Context: an optimization exercise on an open-source flow, tuned for small area, a short achievable clock period and few clock cycles. The choices shown serve that exercise and are no tape-out recipe. Where RTL was checked, it was by simulation tests only, not by an equivalence proof against the original. Power and IR drop assume default switching activity.

## maple
Design dsb1_pid, start of the top module:
module dsb1_pid (
    input  wire         clk,
    input  wire         rst,         
    input  wire         ev_valid,
    input  wire [31:0]  ev_word,
    output wire         ev_ready,
    output reg          act_valid,
    output wire [10:0]  act_a,
    output wire [10:0]  act_b,
    output wire [10:0]  act_c,
    output wire [10:0]  act_d,
    output reg          tx_valid,
    output wire [335:0] tx_frame,    
    output reg          pos_valid,
    output reg  [1:0]   pos_axis,
    output reg  [31:0]  pos_value
);
For scale: roughly 800 flip-flops.
Settings: LEC_CHECK=0, CAP_MARGIN=20, CORE_MARGIN=2, CORE_UTILIZATION=40, SLEW_MARGIN=20; clock period 36.0 ns.
standard.sh (not shown) runs the stock make flow with config.mk's settings and CLKGATE_MAP_FILE= SYNTH_SCRIPT=/design/flow/synth_recipe.tcl, a recipe that flattens the netlist after the stock synthesis.
==> flow/flow/run.sh <==
#!/bin/bash
set -euo pipefail
bash standard.sh BUFFER_PORTS_ARGS="-buffer_cell sky130_fd_sc_hd__buf_1" finish > standard.log 2>&1
Testbench counts of maple, summed over its fixed seeds: cycles 16,065.
> inputs changed (maple -> pine)
==> flow/flow/run.sh <==
#!/bin/bash
set -euo pipefail
bash standard.sh BUFFER_PORTS_ARGS="-buffer_cell sky130_fd_sc_hd__buf_4" finish > standard.log 2>&1
--- outcome ---
Clock-buffer cell count (pine over maple): increase, 1.7%
pine and maple ended up with roughly the same DRC violations left.
Compared with maple, pine has extra setup slack.
Compared with maple, pine improves first-iteration detailed-routing DRC count.
Comparing maple and pine, the higher sequential share of layout area is on maple.
Taking maple as the reference, in pine routed wire length up 1700 µm, post-route total power up about 3%.


dsb1_pid, a different RTL version from the one above (not shown whole).
Size in the first run: ~3900 cells after synthesis, roughly 800 flip-flops, roughly 450 I/O pins, about 0.040 mm2 of cells after synthesis.
## dsb1_pid
module dsb1_pid (
    input  wire         clk,
    input  wire         rst,         
    input  wire         ev_valid,
    input  wire [31:0]  ev_word,
    output wire         ev_ready,
    output reg          act_valid,
    output wire [10:0]  act_a,
    output wire [10:0]  act_b,
    output wire [10:0]  act_c,
    output wire [10:0]  act_d,
    output reg          tx_valid,
    output wire [335:0] tx_frame,    
    output reg          pos_valid,
    output reg  [1:0]   pos_axis,
    output reg  [31:0]  pos_value
);
    localparam [3:0] EV_INIT   = 4'h1;
    localparam [3:0] EV_TICK   = 4'h2;
    localparam [3:0] EV_TEL    = 4'h3;
    localparam [3:0] EV_RX     = 4'h4;
    localparam [3:0] EV_COMMIT = 4'h5;
    localparam [3:0] EV_TXDONE = 4'h6;
    localparam [3:0] EV_TXERR  = 4'h7;
    localparam [3:0] EV_POS    = 4'h8;
    localparam [3:0] EV_ENC    = 4'h9;
    localparam [4:0] S_HDR  = 5'd0;
    localparam [4:0] S_TAIL = 5'd10;
    localparam [4:0] S_C0   = 5'd16;
    localparam [4:0] S_C8   = 5'd24;
    localparam [7:0] HEADER = 8'h23;
    localparam [7:0] TAIL   = 8'h21;
    reg       sr_v, sa_v, sb_v, sc_v;
    reg [1:0] sr_k, sc_k;
    reg        rst_q;
    reg        ev_v;
    reg [3:0]  ev_q;
    reg [1:0]  ax_q;
    reg [15:0] data_q;
    reg        hold;      
    reg        rdy;       
    assign ev_ready = rdy;
    wire       go      = ev_v && !hold;
    wire       do_tick = go && ev_q == EV_TICK;
    wire       sr_v_n  = do_tick | (sr_v && sr_k != 2'd3);
    wire [1:0] sr_k_n  = do_tick ? 2'd0 : sr_k + 2'd1;
    wire       ev_v_n  = hold ? ev_v : ev_valid;
    wire [3:0] ev_q_n  = hold ? ev_q : ev_word[31:28];
    wire       hold_n  = ev_v_n &&
                         ((ev_q_n == EV_TICK && sr_v_n && sr_k_n != 2'd3) ||
                          (ev_q_n == EV_INIT && (sr_v_n || sr_v)));
    always @(posedge clk) begin
        rst_q <= rst;
        if (rst) begin
            ev_v <= 1'b0;
            hold <= 1'b0;
            rdy  <= 1'b1;
        end else begin
            ev_v <= ev_v_n;
            hold <= hold_n;
            rdy  <= !hold_n;
        end
        if (!hold) begin
            ev_q   <= ev_word[31:28];
  ...
Settings: LEC_CHECK=0, CAP_MARGIN=20, CORE_MARGIN=2, CORE_UTILIZATION=40, SLEW_MARGIN=20; clock period 36.0 ns.
==> flow/flow/run.sh <==
#!/bin/bash
set -euo pipefail
bash standard.sh BUFFER_PORTS_ARGS="-buffer_cell sky130_fd_sc_hd__buf_1" finish > standard.log 2>&1
Change:
==> flow/flow/run.sh (replaced) <==
#!/bin/bash
set -euo pipefail
bash standard.sh BUFFER_PORTS_ARGS="-buffer_cell sky130_fd_sc_hd__buf_1" SETUP_SLACK_MARGIN=27.6 finish > standard.log 2>&1
Total power barely changes.
Wire length goes up by 6.3%.
Global-route usage goes up by 1.1 points.
Cell area goes up by 7.5%.
Worst setup slack is better by 560 ps.
Cell count goes up by 2.8%.
Register-to-register slack is better by 540 ps.
Die area stays the same.
Worst hold slack barely changes.
Change:
==> flow/flow/run.sh (replaced) <==
#!/bin/bash
set -euo pipefail
bash standard.sh BUFFER_PORTS_ARGS="-buffer_cell sky130_fd_sc_hd__buf_1" finish > standard.log 2>&1
Settings changed: CTS_BUF_LIST from default to sky130_fd_sc_hd__clkbuf_8.
What happened: The changed run produced a clean layout. Utilization falls by 3.6 points. Sequential cell count does not change. Setup slack loses 700 ps. Synthesized cell count is unchanged. Final area shrinks by 7.3%. Count of clock-buffer cells in the layout rises by 38.
No functional check of the RTL was part of any run of this note.


Another version of the RTL of dsb1_pid (not shown whole).
For scale: about 820 flip-flops, roughly 450 I/O pins, ~0.041 mm2 of cells after synthesis.
Settings: LEC_CHECK=0, CAP_MARGIN=20, CORE_MARGIN=2, CORE_UTILIZATION=60, PLACE_DENSITY=0.7, SLEW_MARGIN=20; clock period 36.0 ns.
==> flow/flow/run.sh <==
#!/bin/bash
set -euo pipefail
bash standard.sh BUFFER_PORTS_ARGS="-buffer_cell sky130_fd_sc_hd__buf_1" finish > standard.log 2>&1
Testbench counts at the start, summed over its fixed seeds: cycles 16,065.
Rerun with:
Settings changed: CTS_CLUSTER_DIAMETER set to 60, CTS_CLUSTER_SIZE set to 40.
Effect: Non-clock buffer count stays the same. Global-route usage shrinks by 0.31 points. Utilization decreases by 1.2 points. Design area went down by 1.8%. Area after synthesis stays the same. Critical path depth stays the same. Sequential share of layout area came out higher by 0.79 points. Routed wire length went down by 0.86%.
Rerun with:
Settings changed: CORE_UTILIZATION 60 to 40, CTS_CLUSTER_DIAMETER 60 to unset, CTS_CLUSTER_SIZE 40 to unset, PLACE_DENSITY 0.7 to unset.
After rerunning: Global-route usage drops by 7.0 points; utilization went down by 20 points; combinational power stays flat.
Rerun with:
Settings changed: CORE_UTILIZATION 40 to 60, CTS_CLUSTER_DIAMETER set to 60, CTS_CLUSTER_SIZE set to 30, PLACE_DENSITY set to 0.7.
Outcome:
- clock power fell by about 30%
- final area fell by 3.9%
- wire length fell by 7.9%
- power fell by 14%
- cell count fell by 9.7%
- combinational power stays flat
- utilization rose by 20 points
- count of clock-buffer cells in the layout fell by 39
Rerun with:
Settings changed: CORE_UTILIZATION 60 to 75, CTS_CLUSTER_DIAMETER 60 to unset, CTS_CLUSTER_SIZE 30 to unset, PLACE_DENSITY 0.7 to 0.85.
Result: Die area decreases by about a fifth; total power climbs by a few percent; first-iteration DRC count is higher by a quarter to a third; utilization increases by 17 points; count of clock-buffer cells in the layout goes up by 58; final area goes up slightly; wire length rises by a few percent; non-clock buffer count goes down by 2; clock skew decreases by 22 ps.


Setup of the baseline:
Another version of the RTL of dsb1_pid (not shown whole).
For scale: ~3900 cells after synthesis, ~810 flip-flops, about 0.040 mm^2 of cells after synthesis.
## dsb1_pid
module dsb1_pid (
    input  wire         clk,
    input  wire         rst,         
    input  wire         ev_valid,
    input  wire [31:0]  ev_word,
    output wire         ev_ready,
    output reg          act_valid,
    output wire [10:0]  act_a,
    output wire [10:0]  act_b,
    output wire [10:0]  act_c,
    output wire [10:0]  act_d,
    output reg          tx_valid,
    output wire [335:0] tx_frame,    
    output reg          pos_valid,
    output reg  [1:0]   pos_axis,
    output reg  [31:0]  pos_value
);
==> flow/config.mk <==
export PLATFORM = sky130hd
export DESIGN_NAME = dsb1_pid
export DESIGN_NICKNAME = dsb1_pid
export VERILOG_FILES = /design/flow/design.v
export SDC_FILE = /design/flow/constraint.sdc
export NUM_CORES = 4
export LEC_CHECK = 0
export CAP_MARGIN = 20
export CORE_MARGIN = 2
export CORE_UTILIZATION = 60
export CTS_CLUSTER_DIAMETER = 72
export CTS_CLUSTER_SIZE = 40
export PLACE_DENSITY = 0.7
export SLEW_MARGIN = 20
==> flow/constraint.sdc <==
create_clock -name core_clock -period 36.0 [get_ports {clk}]
set_input_delay 7.2000 -clock core_clock [delete_from_list [all_inputs] [get_ports {clk}]]
set_output_delay 7.2000 -clock core_clock [all_outputs]
set_load 0.01 [all_outputs]
Scripts as last shown in full above: flow/flow/run.sh
The baseline ran to completion and came out clean on the timing, design-rule and antenna checks.
Changes in the candidate relative to the baseline:
- CTS_CLUSTER_DIAMETER: 72 -> 60
Results
- Clock-pin transition on the worst setup and hold timing paths across the candidate and the baseline: no real change.
- Looking at the reports, the candidate completed the entire flow and the layout it produced met the timing, design-rule and antenna checks.
- Going from the baseline to the candidate, met3 layer usage reported by global route grows by 0.24 points.
- In the candidate, the combinational fraction of design power came out 0.3 points below the value in the baseline.
- Compared to the baseline, the routing of the candidate uses more wire.
- | cell count | the baseline vs the candidate | ≈ equal |
- Taking the baseline as the reference point, the fmax of the candidate falls by 0.78%.
No functional check of the RTL was part of any run of this note.


Another version of the RTL of dsb1_pid (not shown whole).
Size: roughly 3,800 cells after synthesis, about 790 flip-flops, roughly 450 I/O pins, roughly 0.040 sq mm of cells after synthesis.
==> flow/config.mk <==
export PLATFORM = sky130hd
export DESIGN_NAME = dsb1_pid
export DESIGN_NICKNAME = dsb1_pid
export VERILOG_FILES = /design/flow/design.v
export SDC_FILE = /design/flow/constraint.sdc
export NUM_CORES = 4
export LEC_CHECK = 0
export CAP_MARGIN = 20
export CORE_MARGIN = 2
export CORE_UTILIZATION = 40
export SLEW_MARGIN = 20
==> flow/constraint.sdc <==
create_clock -name core_clock -period 36.0 [get_ports {clk}]
set_input_delay 7.2000 -clock core_clock [delete_from_list [all_inputs] [get_ports {clk}]]
set_output_delay 7.2000 -clock core_clock [all_outputs]
set_load 0.01 [all_outputs]
==> flow/flow/run.sh <==
#!/bin/bash
set -euo pipefail
bash standard.sh BUFFER_PORTS_ARGS="-buffer_cell sky130_fd_sc_hd__buf_4" SETUP_SLACK_MARGIN=28 finish > standard.log 2>&1
The starting point completed without violations.
Testbench counts at the start, summed over its fixed seeds: cycles 16,065.
Change:
==> flow/flow/run.sh (replaced) <==
#!/bin/bash
set -euo pipefail
bash standard.sh BUFFER_PORTS_ARGS="-buffer_cell sky130_fd_sc_hd__buf_4" finish > standard.log 2>&1
- die area does not change
- via count fell by 5.0%
- area after synthesis stays the same
- cell count falls by about 4%
- routed wire length fell by 7.6%
- sequential cell count is unchanged
- setup slack got worse by 0.30 ns
- global-route usage drops by 1.7 points
- combinational power came out lower by about 2%
Change:
==> flow/run.sh (new file) <==
#!/bin/bash
# synth_recipe.tcl (not shown) runs the flow's synth.tcl, then flattens the netlist and writes it again
# the make line also repeats each setting of config.mk as NAME=value (left out here)
make -C /OpenROAD-flow-scripts/flow DESIGN_CONFIG=/design/flow/config.mk WORK_HOME=/design/flow/orfs CLKGATE_MAP_FILE= SYNTH_SCRIPT=/design/flow/synth_recipe.tcl finish
removed: flow/flow/run.sh
removed: flow/standard.sh
Cell area rose by about 2.6%.
Synthesized area does not change.
Setup slack loses 0.40 ns.
Critical path depth does not change.
Routed wire length rose by 1.3%.
Sequential share of layout area fell by 1.0 points.
Global-route usage rose by 0.43 points.
Via count rose by about 0.8%.
Maximum frequency fell by 4.3%.
Die area does not change.
Final cell count hardly moves.

separate check: timing with driven ports:
The results above use ideal ports. As a check the final layouts listed here were re-extracted and re-timed, cells and wires unchanged.
Step 1, drivers: a clkbuf_16 drives clk and a buf_2 each remaining input, both assumed.
Step 2, shift: input delay + t, output delay - t, t = (earliest + latest rising clock arrival at the registers) / 2. This alone moves slack from input paths to output paths.
a / b / c = ideal / step 1 / step 2; a / b = the first two.
| run | t (ns) | setup WS [ns] | worst register clock-pin slew, ns |
|---|---|---|---|
| maple | 0.715 | 27.177 / 27.112 / 27.729 | 0.07 / 0.07 |
| pine | 0.724 | 27.184 / 27.119 / 27.713 | 0.06 / 0.06 |
| the first run of note 2 | 0.710 | 26.901 / 26.837 / 27.546 | 0.07 / 0.07 |
| the second run of note 2 | 0.718 | 27.459 / 27.388 / 27.816 | 0.07 / 0.07 |
| the third run of note 2 | 0.870 | 26.755 / 26.685 / 27.555 | 0.07 / 0.07 |
| the first run of note 3 | 0.695 | 27.442 / 27.374 / 27.437 | 0.06 / 0.06 |
| the second run of note 3 | 0.708 | 27.408 / 27.340 / 27.454 | 0.10 / 0.10 |
| the third run of note 3 | 0.728 | 27.232 / 27.158 / 27.477 | 0.06 / 0.06 |
| the fourth run of note 3 | 0.706 | 27.416 / 27.348 / 27.440 | 0.10 / 0.10 |
| the fifth run of note 3 | 0.689 | 27.371 / 27.308 / 27.417 | 0.07 / 0.07 |
| the baseline | 0.687 | 27.266 / 27.196 / 27.489 | 0.12 / 0.12 |
| the candidate | 0.705 | 27.197 / 27.127 / 27.495 | 0.12 / 0.12 |
| the first run of note 5 | 0.728 | 27.403 / 27.330 / 27.848 | 0.06 / 0.06 |
| the second run of note 5 | 0.713 | 27.103 / 27.038 / 27.751 | 0.06 / 0.06 |
| the third run of note 5 | 0.726 | 26.705 / 26.640 / 27.367 | 0.07 / 0.07 |
After both steps every run listed still meets setup and hold. For the first run of note 3, which loses most, drivers alone change the setup slack by -0.068 ns; drivers and shift together by -0.005 ns.
